What follows belongs to an exercise in optimizing a design on an open flow for small area, a short achievable clock period and few clock cycles; a production flow would make more cautious choices.
The RTL was checked by simulation tests, not by an equivalence proof against the original design.
No activity file was given, so power comes from the tool's default toggle rates.

== lane 1 ==
// ia_cpu
module ia_cpu (
    input  wire       clk,
    input  wire       rst,           
    input  wire       load_we,       
    input  wire [7:0] load_addr,     
    input  wire [7:0] load_data,
    output wire [7:0] mem_rdata,     
    input  wire       start,         
    output wire       halted,
    output wire       fault,
    output wire [7:0] acc,
    output wire [7:0] pc,
    output wire [3:0] status,        
    output wire       out_valid,
    output wire [7:0] out_data,
    input  wire       out_ready,
    input  wire       in_valid,
    input  wire [7:0] in_data,
    output wire       in_ready
);
make LEC_CHECK=0 CAP_MARGIN=20 CORE_MARGIN=2 CORE_UTILIZATION=65 PLACE_DENSITY=0.72 SETUP_SLACK_MARGIN=2.0 SLEW_MARGIN=20 SYNTH_HIERARCHICAL=1 TNS_END_PERCENT=5 finish   # period 8.0 ns
run.sh (not shown) runs the stock make flow with config.mk's settings and CLKGATE_MAP_FILE= SYNTH_SCRIPT=/design/flow/synth_recipe.tcl, a recipe that flattens the netlist after the stock synthesis.
Testbench counts of lane 1, summed over its fixed seeds: cycles 42,656.
The inputs of lane 2 differ from those of lane 1 as listed below.
Settings: CORE_UTILIZATION: 65 -> 55; SETUP_SLACK_MARGIN: 2.0 -> unset; PLACE_DENSITY: 0.72 -> 0.65; TNS_END_PERCENT: 5 -> unset.
==> flow/flow/run.sh (new file) <==
#!/bin/bash
# The standard layout, step by step; timing repair after clock-tree synthesis
# and after global routing aims for 2 ns of setup slack on every violating
# endpoint (the floorplan and placement steps run with the default margin).
set -euo pipefail
bash standard.sh synth > synth.log 2>&1
bash standard.sh floorplan > floorplan.log 2>&1
bash standard.sh place > place.log 2>&1
export SETUP_SLACK_MARGIN=2.0
export TNS_END_PERCENT=100
bash standard.sh cts > cts.log 2>&1
bash standard.sh finish > finish.log 2>&1
==> flow/standard.sh (new file) <==
#!/bin/bash
# synth_recipe.tcl (not shown) runs the flow's synth.tcl, then flattens the netlist and writes it again
# the make line also repeats each setting of config.mk as NAME=value (left out here)
make -C /OpenROAD-flow-scripts/flow DESIGN_CONFIG=/design/flow/config.mk WORK_HOME=/design/flow/orfs CLKGATE_MAP_FILE= SYNTH_SCRIPT=/design/flow/synth_recipe.tcl "${@:-finish}"
removed: flow/run.sh
Lane 2 vs lane 1 — non-clock buffer count rose 167. Summary of lane 2 over lane 1: number of stages on the worst setup path shows an increase of 6; internal power shows an increase of 2.0 mW; worst hold slack shows a reduction of 0.027 ns; area growth from synthesis to layout shows an increase of 4.0 points; total length of routed wires shows a reduction of 1.4%. Summary of lane 2 over lane 1: multi-input gate count saw little to no change; combinational share of power saw an increase; largest net degree at the start of global routing saw an increase; die boundary height saw an increase.
Edits applied to the flow inputs when going from lane 2 to lane 3:
Settings: SETUP_SLACK_MARGIN newly set to 2.0; PLACE_DENSITY changed from 0.65 to 0.72; CORE_UTILIZATION changed from 55 to 65; TNS_END_PERCENT newly set to 5.
==> flow/flow/run.sh <==
#!/bin/bash
# The standard layout, with the port buffers made from sky130 buf_4 cells
# (which timing repair may then resize) instead of the flow's default pick.
set -euo pipefail
export BUFFER_PORTS_ARGS="-buffer_cell sky130_fd_sc_hd__buf_4"
bash standard.sh synth > synth.log 2>&1
bash standard.sh floorplan > floorplan.log 2>&1
bash standard.sh place > place.log 2>&1
bash standard.sh cts > cts.log 2>&1
bash standard.sh finish > finish.log 2>&1
Results
Diff lane 2 and lane 3: wire length on met1 higher in lane 2
Overall global routing resource usage: lane 3 vs lane 2 up 5.3 points
Measured against each other, lane 2 and lane 3 differ in post-layout utilization of the core, the higher figure coming from lane 3.
The relative contribution of the clock network to total power of lane 3 is higher than that of lane 2.
Lane 3 vs. lane 2: biggest cell delay along the critical path went up by 0.04 ns.
Re met3 track demand over resource: lane 2 was lower than lane 3.
Comparing the two runs side by side, lane 3 comes out behind lane 2 on achievable frequency.
> inputs changed (lane 3 -> lane 4)
Settings: swapping 0.72 for 0.65 in PLACE_DENSITY; putting CTS_CLUSTER_SIZE at 20 where nothing was set; swapping 65 for 55 in CORE_UTILIZATION.
==> flow/run.sh (new file) <==
#!/bin/bash
# synth_recipe.tcl (not shown) runs the flow's synth.tcl, then flattens the netlist and writes it again
# the make line also repeats each setting of config.mk as NAME=value (left out here)
make -C /OpenROAD-flow-scripts/flow DESIGN_CONFIG=/design/flow/config.mk WORK_HOME=/design/flow/orfs CLKGATE_MAP_FILE= SYNTH_SCRIPT=/design/flow/synth_recipe.tcl finish
removed: flow/flow/run.sh
removed: flow/standard.sh
Results
- Against lane 3, lane 4 comes in 3.4 mm lower on routed wire length.
- Delta (lane 4 minus lane 3): total leakage power shows an increase of 1.2 nW, relative contribution of sequential cells to total power shows a reduction of 1.1 points, multi-input combinational cell count shows no meaningful change, cell area after layout shows an increase of 0.0029 mm^2.
- Diff lane 3 -> lane 4: power now larger; design internal power now larger; worst path setup slack after routing now smaller; post-detailed-route wirelength per cell now smaller.
- Of lane 4 and lane 3, the lower count of clock-net buffers in the final layout belongs to lane 3.
[inputs] lane 5 vs lane 4
Settings: SETUP_SLACK_MARGIN now 3.0, was 2.0; CORE_UTILIZATION now 70, was 55; CTS_CLUSTER_SIZE no longer set, was 20; PLACE_DENSITY now 0.75, was 0.65.
==> flow/flow/run.sh (new file) <==
#!/bin/bash
# The standard layout, with the port buffers made from sky130 buf_4 cells
# (which timing repair may then resize) instead of the flow's default pick.
set -euo pipefail
export BUFFER_PORTS_ARGS="-buffer_cell sky130_fd_sc_hd__buf_4"
bash standard.sh synth > synth.log 2>&1
bash standard.sh floorplan > floorplan.log 2>&1
bash standard.sh place > place.log 2>&1
bash standard.sh cts > cts.log 2>&1
bash standard.sh finish > finish.log 2>&1
==> flow/standard.sh (new file) <==
#!/bin/bash
# synth_recipe.tcl (not shown) runs the flow's synth.tcl, then flattens the netlist and writes it again
# the make line also repeats each setting of config.mk as NAME=value (left out here)
make -C /OpenROAD-flow-scripts/flow DESIGN_CONFIG=/design/flow/config.mk WORK_HOME=/design/flow/orfs CLKGATE_MAP_FILE= SYNTH_SCRIPT=/design/flow/synth_recipe.tcl "${@:-finish}"
removed: flow/run.sh
Results
From the logs: lane 5 reached the end of the flow and failed the layout checks with capacitance limit.
Compared with lane 4, in lane 5 global routing usage on met1 picked up an extra 13 points, final total power went down about 2%, area occupied by registers closely matched the old numbers.
Comparing lane 4 and lane 5, the lower max-cap check violation count was measured on lane 4.
Lane 5 vs. lane 4: non-clock buffer count went down by 26%.
On design area: lane 5 sits below lane 4.

static timing again, ports no longer ideal:
In the flow no input, the clock included, has a driving cell. The finished layouts below were timed again as built, in two steps. Step 1: set_driving_cell puts a clkbuf_16 on clk and a buf_2 on each other input, an assumption about the parent block. Step 2 moves the port delays by t, midway between the first and last clock arrival at a register: inputs arrive t later, outputs are due t later. That takes back most of the time a late clock gives input paths. Three values: ideal ports, drivers, drivers and shift; two values: the first two.
run	t, ns	setup slack, ns	clock arrival spread, ns	worst register clock-pin slew, ns	worst slew at a driven data input, ns
lane 1	0.915	1.077 / 0.969 / 0.221	0.046 / 0.046	0.08 / 0.08	0.10
lane 2	0.943	1.294 / 1.237 / 0.422	0.040 / 0.040	0.07 / 0.07	0.12
lane 3	0.922	1.161 / 1.106 / 0.337	0.059 / 0.059	0.07 / 0.07	0.10
lane 4	0.933	1.139 / 1.088 / 0.317	0.035 / 0.035	0.07 / 0.07	0.05
lane 5	0.928	0.276 / 0.246 / -0.563	0.055 / 0.055	0.08 / 0.08	0.14
The setup slack of lane 2, which loses most, moves by -0.057 ns with the drivers and by -0.872 ns with both steps.
